This is an optimization exercise on Yosys and OpenROAD, whose aim is small area, a short achievable clock period and few clock cycles per item, not a production implementation. In this exercise RTL edits were held to simulation tests only and were not proved equivalent to the original.

==> flow/design.v, too long to show whole: its modules and the start of the top module <==
// module aurora_xu: 371 lines
// module xu_alu: 52 lines
// module xu_mul: 34 lines
// module xu_ks: 27 lines
// module xu_mul_tree: 1978 lines
// module xu_fpu: 138 lines
// module xu_fp_round: 43 lines
module aurora_xu (
    input  wire        clk,
    input  wire        rst,           
    input  wire        req_valid,
    output wire        req_ready,
    input  wire [7:0]  req_op,
    input  wire [31:0] req_a,         
    input  wire [31:0] req_b,         
    output reg         rsp_valid,
    output reg  [31:0] rsp_result,
    output reg         rsp_wr,        
    output reg         rsp_flags_we,  
    output reg  [3:0]  rsp_flags,     
    output reg         rsp_fault,     
    output reg         rsp_illegal    
);
  // ...
==> flow/flow/run.sh <==
#!/bin/bash
# Layout flow: the standard ORFS flow (standard.sh) unchanged, with a
# larger setup-slack margin for ORFS's timing repair so that it sizes and
# buffers the critical paths, more headroom for slew and capacitance repair,
# and a denser core. Clock period, constraints and synthesis are the standard flow's own.
# The make output goes to flow.log in this folder; ORFS writes each step's
# log under orfs/logs/.
set -euo pipefail
bash standard.sh SETUP_SLACK_MARGIN=16 SLEW_MARGIN=30 CAP_MARGIN=30 \
    CORE_UTILIZATION=50 PLACE_DENSITY=0.65 finish > flow.log 2>&1
==> flow/standard.sh <==
#!/bin/bash
# synth_recipe.tcl (not shown) runs the flow's synth.tcl, then flattens the netlist and writes it again
# the make line also repeats each setting of config.mk as NAME=value (left out here)
make -C /OpenROAD-flow-scripts/flow DESIGN_CONFIG=/design/flow/config.mk WORK_HOME=/design/flow/orfs CLKGATE_MAP_FILE= SYNTH_SCRIPT=/design/flow/synth_recipe.tcl "${@:-finish}"
==> flow/config.mk <==
export PLATFORM = sky130hd
export DESIGN_NAME = aurora_xu
export DESIGN_NICKNAME = aurora_xu
export VERILOG_FILES = /design/flow/design.v
export SDC_FILE = /design/flow/constraint.sdc
export NUM_CORES = 4
export LEC_CHECK = 0
export CAP_MARGIN = 20
export CORE_MARGIN = 2
export CORE_UTILIZATION = 30
export PLACE_DENSITY = 0.4
export SLEW_MARGIN = 20
==> flow/constraint.sdc <==
create_clock -name core_clock -period 24.0 [get_ports {clk}]
set_input_delay 4.8000 -clock core_clock [delete_from_list [all_inputs] [get_ports {clk}]]
set_output_delay 4.8000 -clock core_clock [all_outputs]
set_load 0.01 [all_outputs]
==> results.yml, run 1 <==
clocking:
  clkLatencyLatePin_ns: 0.75
  cts_max_level: 2
  clockBufferDepth: 3
synth:
  synthAdderAreaFrac_pct: 22.8
  synth_cell_types: 104
  synth-simple-area-share_pct: 19.7
  ys_warn_count: 8
  avgSynthCellArea_sq_um: 7.86
  synth_most_common_cell: "nand2_1"
worst_hold_path:
  hold_path_end: "rsp_flags[1]$_DFF_P_"
route:
  drt_iter0_drc: 14254
  detail-route-antenna-nets: 0
sta:
  drv_slew: 0
  setup_violations: 0
  whs_ns: 0.354
global_routing:
  grt_max_degree: 93
  grt_first_pass_wirelength_um: 538000
  grt_usage_pct: 53.9
  busiest_layer: "met2"
  first_global_vias: 71235
  antenna_found_initial: 47
final_layout:
  sh_seq_area_pct: 15.3
  top_register: "p0"
  final_common_cell: "nand2_1"
  nets: 9812
run_status:
  status: "no timing/DRC/antenna violations"
die:
  nWellTaps: 1781
setup_path:
  critPathArrivalTime_ns: 8.58
Testbench counts, summed over its fixed seeds: cycles 26,511, items 16,000.
==> module aurora_xu, before the edit <==
module aurora_xu (
    input  wire        clk,
    input  wire        rst,           
    input  wire        req_valid,
    output wire        req_ready,
    input  wire [7:0]  req_op,
    input  wire [31:0] req_a,         
    input  wire [31:0] req_b,         
    output reg         rsp_valid,
    output reg  [31:0] rsp_result,
    output reg         rsp_wr,        
    output reg         rsp_flags_we,  
    output reg  [3:0]  rsp_flags,     
    output reg         rsp_fault,     
    output reg         rsp_illegal    
);
    localparam [7:0] OP_ADD  = 8'h01, OP_SUB  = 8'h02, OP_MUL  = 8'h03, OP_DIV  = 8'h04,
                     OP_MOD  = 8'h05, OP_AND  = 8'h06, OP_OR   = 8'h07, OP_XOR  = 8'h08,
                     OP_CMP  = 8'h09, OP_TEST = 8'h0A, OP_SLT  = 8'h0B, OP_SLE  = 8'h0C,
                     OP_SEQ  = 8'h0D, OP_SNE  = 8'h0E, OP_MOVE = 8'h11,
                     OP_FADD = 8'h50, OP_FSUB = 8'h51, OP_FMUL = 8'h52, OP_FDIV = 8'h53,
                     OP_FCMP = 8'h54, OP_FCVT = 8'h55, OP_ICVT = 8'h56, OP_FMOV = 8'h57,
                     OP_VADD = 8'h60, OP_VSUB = 8'h61, OP_VMUL = 8'h62, OP_VDOT = 8'h63;
    reg        i_v;
    reg  [7:0] i_op;
    reg [31:0] i_a, i_b;
    reg        x_last;             
    reg  [1:0] xc;                 
    reg  [4:0] ka, kb;             
    reg [31:0] m_a, m_b;           
    reg [47:0] p0;                 
    reg [15:0] v00;                
    reg [31:0] dv_r;               
    reg [33:0] dv_d;               
    reg [31:0] dv_q;               
    reg  [3:0] dv_n;               
    reg        dv_z, dv_t;         
    reg        dv_fd;              
    reg        f_v;
    reg        f_fp;               
    reg        f_slow;             
    reg [31:0] f_res;              
    reg        f_sign, f_zsign, f_st;
    reg signed [9:0] f_e;
    reg        f_wr, f_fwe, f_zn, f_fault, f_ill;
    reg  [3:0] f_fl;               
    wire fin_take = !f_v || !f_slow;
    wire ex_fire  = i_v && x_last && fin_take;
    assign req_ready = !i_v || ex_fire;
    wire accept   = req_valid && req_ready;
    wire req_fsig  = (req_op == OP_FMUL) || (req_op == OP_FDIV);
    wire req_multi = (req_op == OP_MUL) || (req_op == OP_VMUL) || (req_op == OP_VDOT) ||
                     (req_op == OP_DIV) || (req_op == OP_MOD) ||
                     (req_op == OP_FMUL) || (req_op == OP_FDIV);
    reg  is_mul, is_vmul, is_vdot, is_div, is_mod, is_fmul, is_fdiv, is_fadd,
         is_fcmp, is_fcvt, is_icvt, is_simd, a_sub, b_sub;
    wire [31:0] alu_res;
    wire        alu_wr, alu_fwe, alu_c, alu_v;
    xu_alu u_alu (
        .op(i_op), .a(i_a), .b(i_b),
        .result(alu_res), .wr(alu_wr), .flags_we(alu_fwe), .c(alu_c), .v(alu_v)
    );
    wire        add_spec, add_zsign, add_sign, add_slow;
    wire [31:0] add_spec_res, mul_spec_res, div_spec_res, icvt_res;
    wire [27:0] add_sum, cvt_m;
    wire [7:0]  add_e, cvt_e;
    wire        mul_spec, div_spec, cvt_zero, cvt_st;
    wire [3:0]  cmp_flags;
    xu_fpu u_fpu (
        .a(i_a), .b(i_b), .sub(i_op[0]),
        .add_spec(add_spec), .add_spec_res(add_spec_res), .add_sum(add_sum), .add_e(add_e),
        .add_sign(add_sign), .add_zsign(add_zsign), .add_slow(add_slow),
        .mul_spec(mul_spec), .mul_spec_res(mul_spec_res),
        .div_spec(div_spec), .div_spec_res(div_spec_res),
        .cvt_zero(cvt_zero), .cvt_m(cvt_m), .cvt_st(cvt_st), .cvt_e(cvt_e),
        .icvt_res(icvt_res), .cmp_flags(cmp_flags)
    );
    wire        a_norm = !m_a[23] && (m_a[22:0] != 0);
    wire        b_norm = !m_b[23] && (m_b[22:0] != 0);
    wire        prenorm = a_norm || b_norm;
    wire signed [9:0] fxa = a_sub ? 10'sd1 - $signed({5'd0, ka}) : $signed({2'd0, i_a[30:23]});
    wire signed [9:0] fxb = b_sub ? 10'sd1 - $signed({5'd0, kb}) : $signed({2'd0, i_b[30:23]});
    wire        prenorm_hold = is_fmul && prenorm;    
    wire signed [9:0] fmul_e = fxa + fxb - 10'sd127;
    wire signed [9:0] fdiv_e = fxa - fxb + 10'sd126;
    wire        pass1  = (xc != 2'd0);
    wire [31:0] mul_a  = m_a;
    wire [15:0] mul_b  = pass1 ? m_b[31:16] : m_b[15:0];
    wire [47:0] mul_p;
    wire        mul_hi_nz;
    xu_mul u_mul (
        .a(mul_a), .b16(mul_b), .simd(is_simd), .hi(pass1),
        .acc(pass1 ? p0[47:16] : 32'd0), .p(mul_p), .hi_nz(mul_hi_nz)
    );
    wire [31:0] mul_lo   = {mul_p[15:0], p0[15:0]};
    wire        mul_c    = mul_hi_nz;
    wire [31:0] vmul_res = {mul_p[39:32], mul_p[23:16], p0[23:16], p0[7:0]};
    wire [17:0] vdot_sum = {2'd0, v00} + {2'd0, p0[15:0]} + {2'd0, p0[31:16]} + {2'd0, p0[47:32]};
    wire        fmul_st  = (mul_p[3:0] != 0) || (p0[15:0] != 0);
    function [5:0] clz32;
        input [31:0] v;
        reg   [31:0] t;
        reg   [4:0]  n;
        begin
            t = v;
            n[4] = (t[31:16] == 0); if (n[4]) t = {t[15:0], 16'd0};
            n[3] = (t[31:24] == 0); if (n[3]) t = {t[23:0], 8'd0};
            n[2] = (t[31:28] == 0); if (n[2]) t = {t[27:0], 4'd0};
            n[1] = (t[31:30] == 0); if (n[1]) t = {t[29:0], 2'd0};
            n[0] = !t[31];
            clz32 = (v == 0) ? 6'd32 : {1'b0, n};
        end
    endfunction
    wire [5:0] clz_a = clz32(i_a);
    wire [5:0] clz_b = clz32(i_b);
    wire       div_z = (i_b == 32'd0);
    wire       div_t = (clz_a > clz_b);                
    wire [4:0] div_dl = clz_b[4:0] - clz_a[4:0];       
    wire [6:0] div_dd = {1'b0, clz_b} - {1'b0, clz_a};
    wire       div_short = div_dd[6] || (div_dd[5:1] == 5'd0);   
    wire [3:0] div_cy = {1'b0, div_dl[4:1]} + 4'd1;
    wire [5:0] div_sh = {1'b0, div_dl[4:1], 1'b1};
    wire [31:0] st_r [0:2];
    wire [33:0] st_d [0:2];
    wire [1:0]  st_q;
    wire [1:0]  st_nz;
    assign st_r[0] = dv_r;
    assign st_d[0] = dv_d;
    genvar g;
    generate
        for (g = 0; g < 2; g = g + 1) begin : g_step
            wire [34:0] df;
            wire        ge;                      
            xu_ks #(35) u_sub (.a({3'd0, st_r[g]}), .b(~{1'b0, st_d[g]}), .ci(1'b1),
                               .s(df), .co(ge));
            wire [31:0] r1 = ge ? df[31:0] : st_r[g];
            assign st_nz[g] = ge ? ({2'd0, st_r[g]} != st_d[g]) : (st_r[g] != 32'd0);
            assign st_q[1-g]  = ge;
            assign st_r[g+1] = dv_fd ? {r1[30:0], 1'b0} : r1;
            assign st_d[g+1] = dv_fd ? st_d[g] : {1'b0, st_d[g][33:1]};
        end
    endgenerate
    wire [31:0] dv_q_n = {dv_q[29:0], st_q};
    wire [31:0] dv_r_n = st_r[2];
    wire [31:0] idiv_res = dv_t ? (is_mod ? i_a : 32'd0) : (is_mod ? dv_r_n : dv_q_n);
    reg        x_fp, x_slow, x_sign, x_zsign, x_st;
    reg [31:0] x_res;
    reg signed [9:0] x_e;
    reg        x_wr, x_fwe, x_zn, x_fault, x_ill;
    reg  [3:0] x_fl;
    wire       legal = alu_wr || alu_fwe || is_mul || is_vmul || is_vdot || is_div ||
                       is_fmul || is_fdiv || is_fadd || is_fcmp || is_fcvt || is_icvt;
    always @* begin
        x_fp    = 1'b0;
        x_slow  = 1'b0;
        x_sign  = 1'b0;
        x_zsign = 1'b0;
        x_st    = 1'b0;
        x_e     = 10'sd0;
        x_res   = alu_res;
        x_wr    = 1'b1;
        x_fwe   = 1'b0;
        x_zn    = 1'b1;
        x_fl    = 4'd0;
        x_fault = 1'b0;
        x_ill   = 1'b0;
        if (is_mul) begin
            x_res = mul_lo; x_fwe = 1'b1; x_fl = {2'b00, mul_c, 1'b0};
        end else if (is_vmul) begin
            x_res = vmul_res;
        end else if (is_vdot) begin
            x_res = {14'd0, vdot_sum};
        end else if (is_div) begin
            if (dv_z) begin
                x_res = 32'd0; x_fault = 1'b1;
            end else begin
                x_res = idiv_res; x_fwe = 1'b1;
            end
        end else if (is_fadd) begin
            if (add_spec) begin
                x_res = add_spec_res;
            end else begin
                x_fp = 1'b1; x_res = {4'd0, add_sum}; x_e = $signed({2'd0, add_e});
                x_sign = add_sign; x_zsign = add_zsign; x_slow = add_slow;
            end
        end else if (is_fmul) begin
            if (mul_spec) begin
                x_res = mul_spec_res;
            end else begin
                x_fp = 1'b1; x_res = {4'd0, mul_p[31:4]}; x_e = fmul_e; x_st = fmul_st;
                x_sign = i_a[31] ^ i_b[31]; x_zsign = x_sign; x_slow = (fmul_e < 10'sd1);
            end
        end else if (is_fdiv) begin
            if (div_spec) begin
                x_res = div_spec_res;
            end else begin
                x_fp = 1'b1; x_res = {4'd0, dv_q_n[25:0], 2'b00}; x_e = fdiv_e;
                x_st = st_nz[1];
                x_sign = i_a[31] ^ i_b[31]; x_zsign = x_sign; x_slow = (fdiv_e < 10'sd1);
            end
        end else if (is_fcvt) begin
            if (cvt_zero) begin
                x_res = 32'd0;
            end else begin
                x_fp = 1'b1; x_res = {4'd0, cvt_m}; x_e = $signed({2'd0, cvt_e}); x_st = cvt_st;
                x_sign = i_a[31]; x_zsign = i_a[31];
            end
        end else if (is_icvt) begin
            x_res = icvt_res;
        end else if (is_fcmp) begin
            x_wr = 1'b0; x_fwe = 1'b1; x_zn = 1'b0; x_fl = cmp_flags;
        end else begin
            x_wr = alu_wr; x_fwe = alu_fwe; x_fl = {2'b00, alu_c, alu_v}; x_ill = !legal;
        end
    end
    wire        r_slow, r_st_n;
    wire [27:0] r_m_n;
    wire signed [9:0] r_e_n;
    wire [31:0] r_bits;
    xu_fp_round u_round (
        .sign(f_sign), .zsign(f_zsign), .e(f_e), .m(f_res[27:0]), .st(f_st),
        .slow(r_slow), .m_n(r_m_n), .e_n(r_e_n), .st_n(r_st_n), .bits(r_bits)
    );
    wire        r2_slow, r2_st_n;
    wire [27:0] r2_m_n;
    wire signed [9:0] r2_e_n;
    wire [31:0] r2_bits;
    xu_fp_round u_round_next (
        .sign(f_sign), .zsign(f_zsign), .e(r_e_n), .m(r_m_n), .st(r_st_n),
        .slow(r2_slow), .m_n(r2_m_n), .e_n(r2_e_n), .st_n(r2_st_n), .bits(r2_bits)
    );
    wire [31:0] fin_res = f_fp ? r_bits : f_res;
    wire [3:0]  fin_fl  = f_zn ? {f_res == 32'd0, f_res[31], f_fl[1:0]} : f_fl;
    always @(posedge clk) begin
        if (rst) begin
            i_v       <= 1'b0;
            f_v       <= 1'b0;
            rsp_valid <= 1'b0;
            x_last    <= 1'b0;
            xc        <= 2'd0;
        end else begin
            rsp_valid <= f_v && !f_slow;
            if (!(f_v && f_slow))
                f_v <= ex_fire;
            if (req_ready) begin
                i_v    <= accept;
                x_last <= !req_multi;
                xc     <= 2'd0;
            end else if (i_v && !x_last) begin
                if (is_mul || is_vmul || is_vdot) begin
                    xc     <= xc + 2'd1;
                    x_last <= !is_vdot || (xc == 2'd1);
                end else if (is_fmul) begin
                    if (!prenorm) begin
                        xc     <= 2'd1;
                        x_last <= 1'b1;
                    end
                end else if (is_fdiv) begin
                    if (xc == 2'd0) begin
                        if (!prenorm) begin
                            xc     <= 2'd1;
                            x_last <= div_spec;
                        end
                    end else begin
                        x_last <= (dv_n == 4'd2);
                    end
                end else begin  
                    if (xc == 2'd0) begin
                        xc     <= 2'd1;
                        x_last <= div_z || div_short;
                    end else begin
                        x_last <= (dv_n == 4'd2);
                    end
                end
            end
        end
        if (f_v && f_slow) begin
            if (r_slow) begin
                f_res[27:0] <= r_m_n;
                f_e         <= r_e_n;
                f_st        <= r_st_n;
                f_slow      <= r2_slow;
            end else begin
                f_slow      <= 1'b0;
            end
        end else if (ex_fire) begin
            f_fp    <= x_fp;
            f_slow  <= x_slow;
            f_res   <= x_res;
            f_sign  <= x_sign;
            f_zsign <= x_zsign;
            f_st    <= x_st;
            f_e     <= x_e;
            f_wr    <= x_wr;
            f_fwe   <= x_fwe;
            f_zn    <= x_zn;
            f_fl    <= x_fl;
            f_fault <= x_fault;
            f_ill   <= x_ill;
        end
        rsp_result   <= fin_res;
        rsp_wr       <= f_wr;
        rsp_flags_we <= f_fwe;
        rsp_flags    <= fin_fl;
        rsp_fault    <= f_fault;
        rsp_illegal  <= f_ill;
        if (req_ready) begin
            i_op <= req_op;
            i_a  <= req_a;
            i_b  <= req_b;
            is_mul  <= (req_op == OP_MUL);
            is_vmul <= (req_op == OP_VMUL);
            is_vdot <= (req_op == OP_VDOT);
            is_div  <= (req_op == OP_DIV) || (req_op == OP_MOD);
            is_mod  <= (req_op == OP_MOD);
            is_fmul <= (req_op == OP_FMUL);
            is_fdiv <= (req_op == OP_FDIV);
            is_fadd <= (req_op == OP_FADD) || (req_op == OP_FSUB);
            is_fcmp <= (req_op == OP_FCMP);
            is_fcvt <= (req_op == OP_FCVT);
            is_icvt <= (req_op == OP_ICVT);
            is_simd <= (req_op == OP_VMUL) || (req_op == OP_VDOT);
            a_sub   <= (req_a[30:23] == 8'd0);
            b_sub   <= (req_b[30:23] == 8'd0);
            ka   <= 5'd0;
            kb   <= 5'd0;
            if (req_fsig) begin
                m_a <= {8'd0, req_a[30:23] != 8'd0, req_a[22:0]};
                m_b <= {8'd0, req_b[30:23] != 8'd0, req_b[22:0]};
            end else begin
                m_a <= req_a;
                m_b <= req_b;
            end
        end else if (i_v && !x_last && (is_fmul || is_fdiv) && xc == 2'd0) begin
            if (a_norm) begin
                m_a[23:0] <= {m_a[22:0], 1'b0};
                ka        <= ka + 5'd1;
            end
            if (b_norm) begin
                m_b[23:0] <= {m_b[22:0], 1'b0};
                kb        <= kb + 5'd1;
            end
        end
        if (i_v && (is_mul || is_vmul || is_vdot || is_fmul) && !x_last && !prenorm_hold)
            p0 <= mul_p;
        if (i_v && is_vdot && xc == 2'd1)
            v00 <= p0[15:0];
        if (i_v && !x_last && xc == 2'd0 && is_div) begin
            dv_z <= div_z;
            dv_t <= div_t;
            dv_fd <= 1'b0;
            dv_r <= i_a;
            dv_d <= {2'd0, i_b} << div_sh;
            dv_q <= 32'd0;
            dv_n <= div_cy;
        end else if (i_v && !x_last && xc == 2'd0 && is_fdiv) begin
            dv_z <= 1'b0;
            dv_t <= 1'b0;
            dv_fd <= 1'b1;
            dv_r <= {8'd0, m_a[23:0]};
            dv_d <= {10'd0, m_b[23:0]};
            dv_q <= 32'd0;
            dv_n <= 4'd13;
        end else if (i_v && !x_last && xc != 2'd0) begin
            dv_r <= dv_r_n;
            dv_d <= st_d[2];
            dv_q <= dv_q_n;
            dv_n <= dv_n - 4'd1;
        end
    end
endmodule
==> inputs of run 2 (changes only) <==
--- a/flow/design.v
+++ b/flow/design.v
@@ -31,6 +31,4 @@
     reg [47:0] p0;                 
-    reg [15:0] v00;                
     reg [31:0] dv_r;               
     reg [33:0] dv_d;               
-    reg [31:0] dv_q;               
     reg  [3:0] dv_n;               
@@ -97,3 +95,3 @@
     wire [31:0] vmul_res = {mul_p[39:32], mul_p[23:16], p0[23:16], p0[7:0]};
-    wire [17:0] vdot_sum = {2'd0, v00} + {2'd0, p0[15:0]} + {2'd0, p0[31:16]} + {2'd0, p0[47:32]};
+    wire [17:0] vdot_sum = {2'd0, dv_r[15:0]} + {2'd0, p0[15:0]} + {2'd0, p0[31:16]} + {2'd0, p0[47:32]};
     wire        fmul_st  = (mul_p[3:0] != 0) || (p0[15:0] != 0);
@@ -142,3 +140,3 @@
     endgenerate
-    wire [31:0] dv_q_n = {dv_q[29:0], st_q};
+    wire [31:0] dv_q_n = {p0[29:0], st_q};
     wire [31:0] dv_r_n = st_r[2];
@@ -346,3 +344,3 @@
         if (i_v && is_vdot && xc == 2'd1)
-            v00 <= p0[15:0];
+            dv_r[15:0] <= p0[15:0];
         if (i_v && !x_last && xc == 2'd0 && is_div) begin
@@ -353,3 +351,3 @@
             dv_d <= {2'd0, i_b} << div_sh;
-            dv_q <= 32'd0;
+            p0[31:0] <= 32'd0;
             dv_n <= div_cy;
@@ -361,8 +359,8 @@
             dv_d <= {10'd0, m_b[23:0]};
-            dv_q <= 32'd0;
+            p0[31:0] <= 32'd0;
             dv_n <= 4'd13;
-        end else if (i_v && !x_last && xc != 2'd0) begin
+        end else if (i_v && !x_last && xc != 2'd0 && (is_div || is_fdiv)) begin
             dv_r <= dv_r_n;
             dv_d <= st_d[2];
-            dv_q <= dv_q_n;
+            p0[31:0] <= dv_q_n;
             dv_n <= dv_n - 4'd1;
==> run 2 against run 1 <==
Compared with the run above:
- still clean
- core utilization up 0.31 points
- sequential share of layout area down 1.6 points
- flip-flop and latch count down 46
- synthesized cell count about the same
- non-clock buffer count up 24
- area after synthesis down 2.3%
- routed wire length down 2.5%
- critical path type unchanged
- critical endpoint is now f_res[19]$_DFFE_PP_
- largest cell class unchanged
==> results.yml, run 2 <==
run_status:
  status: "no timing/DRC/antenna violations"
final_layout:
  fillers: 12021
  final_cell_area_sq_mm: 0.0774
  final_common_cell: "nor2_1"
  drive_above_1_share_pct: 13.4
  instances_no_fill: 10662
  nets: 9832
  mostFrequentLayoutCells: "nor2_1 (1026), nand2_1 (931), inv_1 (822)"
  reg.largest.list: "p0 (48), dv_d (34)"
  area_delta_synth_final_pct: 15.5
  largest_reg_flops: 48
  top_register: "p0"
synth:
  synth_seq_cells: 383
  synth_area_leaders: "fa_1 (15%), edfxtp_1 (13%), ha_1 (8.5%)"
  synth_top_cell_area_share_pct: 14.8
  ys_async_sr_fraction_pct: 0
  ys_warn_count: 8
  seq_area_frac_synth_pct: 15.8
  synth_most_common_cell: "nor2_1"
  synth_edf_count: 294
  avgSynthCellArea_sq_um: 7.67
  ys.flop_type: "edfxtp_1"
  syn_nets: 9757
  yosys.area.top_type: "fa_1"
  synth_cell_types: 107
  syn_area_sq_mm: 0.0670
  ys_top_cells_by_count: "nor2_1 (1044), nand2_1 (956), inv_1 (843)"
  synth_cells: 8731
global_routing:
  grt_first_pass_wirelength_um: 524000
  overflow: 0
  grt_usage_pct: 53.9
  antenna_found_initial: 53
  grt_max_degree: 85
  first_global_vias: 69519
placement:
  port_buffers: 116
  postPlaceCellArea_sq_mm: 0.0701
  routabilityCongestion: 1.18
  dp.cells: 10240
  hpwl_um: 289000
setup_path:
  endpoint_kind: "flop"
  cp_slowest_cell: "fa_1"
  startpoint_type: "flop"
  critPathArrivalTime_ns: 8.54
  startpoint: "xc[0]$_SDFFE_PP0P_"
  crit_fanout: 7
  r2r-start: "xc[0]$_SDFFE_PP0P_"
  cp.required_ns: 24.37
  slowest_delay_ns: 0.51
  crit_top_cell: "fa_1"
  crit_type: "flop to flop"
clocking:
  clkLatencyLatePin_ns: 0.70
  cts_tree: "yes"
  cts.sinks: 383
  cts_buffers: 49
  cts_hold_buf: 0
  clockBufferDepth: 3
  cts_max_level: 2
  clk_pin_slew_ns: 0.07
  cts-root-buf: "clkbuf_16"
worst_hold_path:
  hold_path.class: "flop to flop"
  hp-start: "f_fl[0]$_SDFFCE_PP0P_"
route:
  drt_iter0_drc: 14827
  viasPerCell: 7.21
  firstDrtPassIters: 13
  detail-route-antenna-nets: 0
  num_vias: 76911
  drc: 0
  totalWireLength_um: 387000
  wl_per_cell_um: 36.3
die:
  die_x_um: 370
  chipHeight_um: 370
  initial_core_util_pct: 50.3
  core-area_sq_mm: 0.133
  die_area_sq_mm: 0.137
  row_count: 134
  ios: 117
sta:
  max_slew_margin_pct: 17.6
  hold_viol: 0
  setup_violations: 0
  fin_skew_ns: 0.0444
  worst_slew_pin_slew_ns: 1.22
  grt_setup_unrepaired: "yes"
  tns_ns: 0
  period_share_pct: 34.0
  fmax_mhz: 122
  min_period_ns: 8.17
  drv_slew: 0
  whs_ns: 0.326
job:
  maxCapViolCount: 0
run 2: cell count changes after synthesis, moves of 16 or more:
cell      delta
a211oi_1    +17
a22oi_1     -17
edfxtp_1    -48
mux4_2      -21
nand4_1     -17
nor2_1     +105
o211ai_1    +16
o21ai_0     +34
o22ai_1     -31
o41ai_1     -17
run 2: critical path, delay by kind of cell, from the launching register on:
kind	cells	cell delay (ns)
adders and majority gates	7	2.75
AOI/OAI and AO/OA	10	2.37
and+or+nand+nor	8	1.36
buffers and inverters	6	0.77
DFF	1	0.33
xor gates and xnor gates	1	0.23
run 2: worst paths after layout:
check,to,slack [ns],cells after the start
hold / removal,rsp_flags[0]$_DFF_P_,0.33,0
setup reg to reg,f_res[19]$_DFFE_PP_,15.83,32
setup / recovery,f_res[19]$_DFFE_PP_,15.83,32
hold reg to reg,rsp_flags[0]$_DFF_P_,0.33,0
run 2: layer usage:
layer  routed length, um  track usage (%)  up-vias
met2              145000             71.7     7500
met1              136000             66.5    36737
met3               69600             28.1     2100
met5                 688             2.87        -
met4               36500             36.6       30
li1                    -                -    30544
run 2: cell type report:
type / count / area [sq um] / share of cell area [%]
multi-input combinational: 6923 / 53600 / 69.3
timing repair buffer: 595 / 5860 / 7.57
antenna: 52 / 130 / 0.168
clock buffer: 64 / 1350 / 1.74
tap: 1768 / 2210 / 2.86
clock inverter: 23 / 304 / 0.393
sequential: 383 / 10600 / 13.7
inverter: 854 / 3270 / 4.22
run 2: logic make-up (layout without fill, tap and decap cells):
| logic type | after synthesis | count (layout) | share of synthesized area [%] |
|---|---|---|---|
| adders and majority gates | 951 | 951 | 23.3 |
| AOI/OAI and AO/OA | 2238 | 2239 | 21.5 |
| DFF | 383 | 383 | 15.8 |
| buffers and inverters | 1431 | 1536 | 8.19 |
| other | 0 | 52 | 0 |
| xor gates and xnor gates | 380 | 380 | 4.97 |
| muxes | 358 | 361 | 6.15 |
| and+or+nand+nor | 2990 | 2992 | 20.1 |
run 2: metrics by stage:
| stage | util (%) | setup WS [ns] |
|---|---|---|
| finish | 58.1 | 15.83 |
| global route | 58.0 | 15.78 |
| CTS | 55.8 | 15.93 |
| detailed placement | 52.6 | 13.59 |
| global placement | 52.5 | 13.55 |
| floorplan | - | 15.95 |
run 2: repair_timing:
action | in CTS | in global routing
resized for setup | 315 | 309
pin swaps | 65 | 144
endpoints found under the setup margin | 99 | 70
gates cloned | 19 | 12
buffers inserted | 106 | 144
Testbench counts of run 2, summed over its fixed seeds: cycles 26,511, items 16,000.

-- re-timing with driven ports --
No port has a modelled driver above. Below, the same layouts with a new extraction and two added sets of constraints. Step 1 assumes that a clkbuf_16 drives the clock port and a buf_2 every other input. Step 2 moves the port delays by t, midway between the first and last clock arrival at a register: inputs arrive t later, outputs are due t later. That takes back most of the time a late clock gives input paths. Slacks: ideal ports / drivers / drivers and shift; pairs: ideal ports / drivers.
run	t, ns	setup slack, ns	clock arrival spread, ns
run 1	0.793	15.905 / 15.905 / 15.905	0.084 / 0.083
run 2	0.762	15.829 / 15.829 / 15.829	0.045 / 0.045
After both steps every run listed still meets setup and hold.
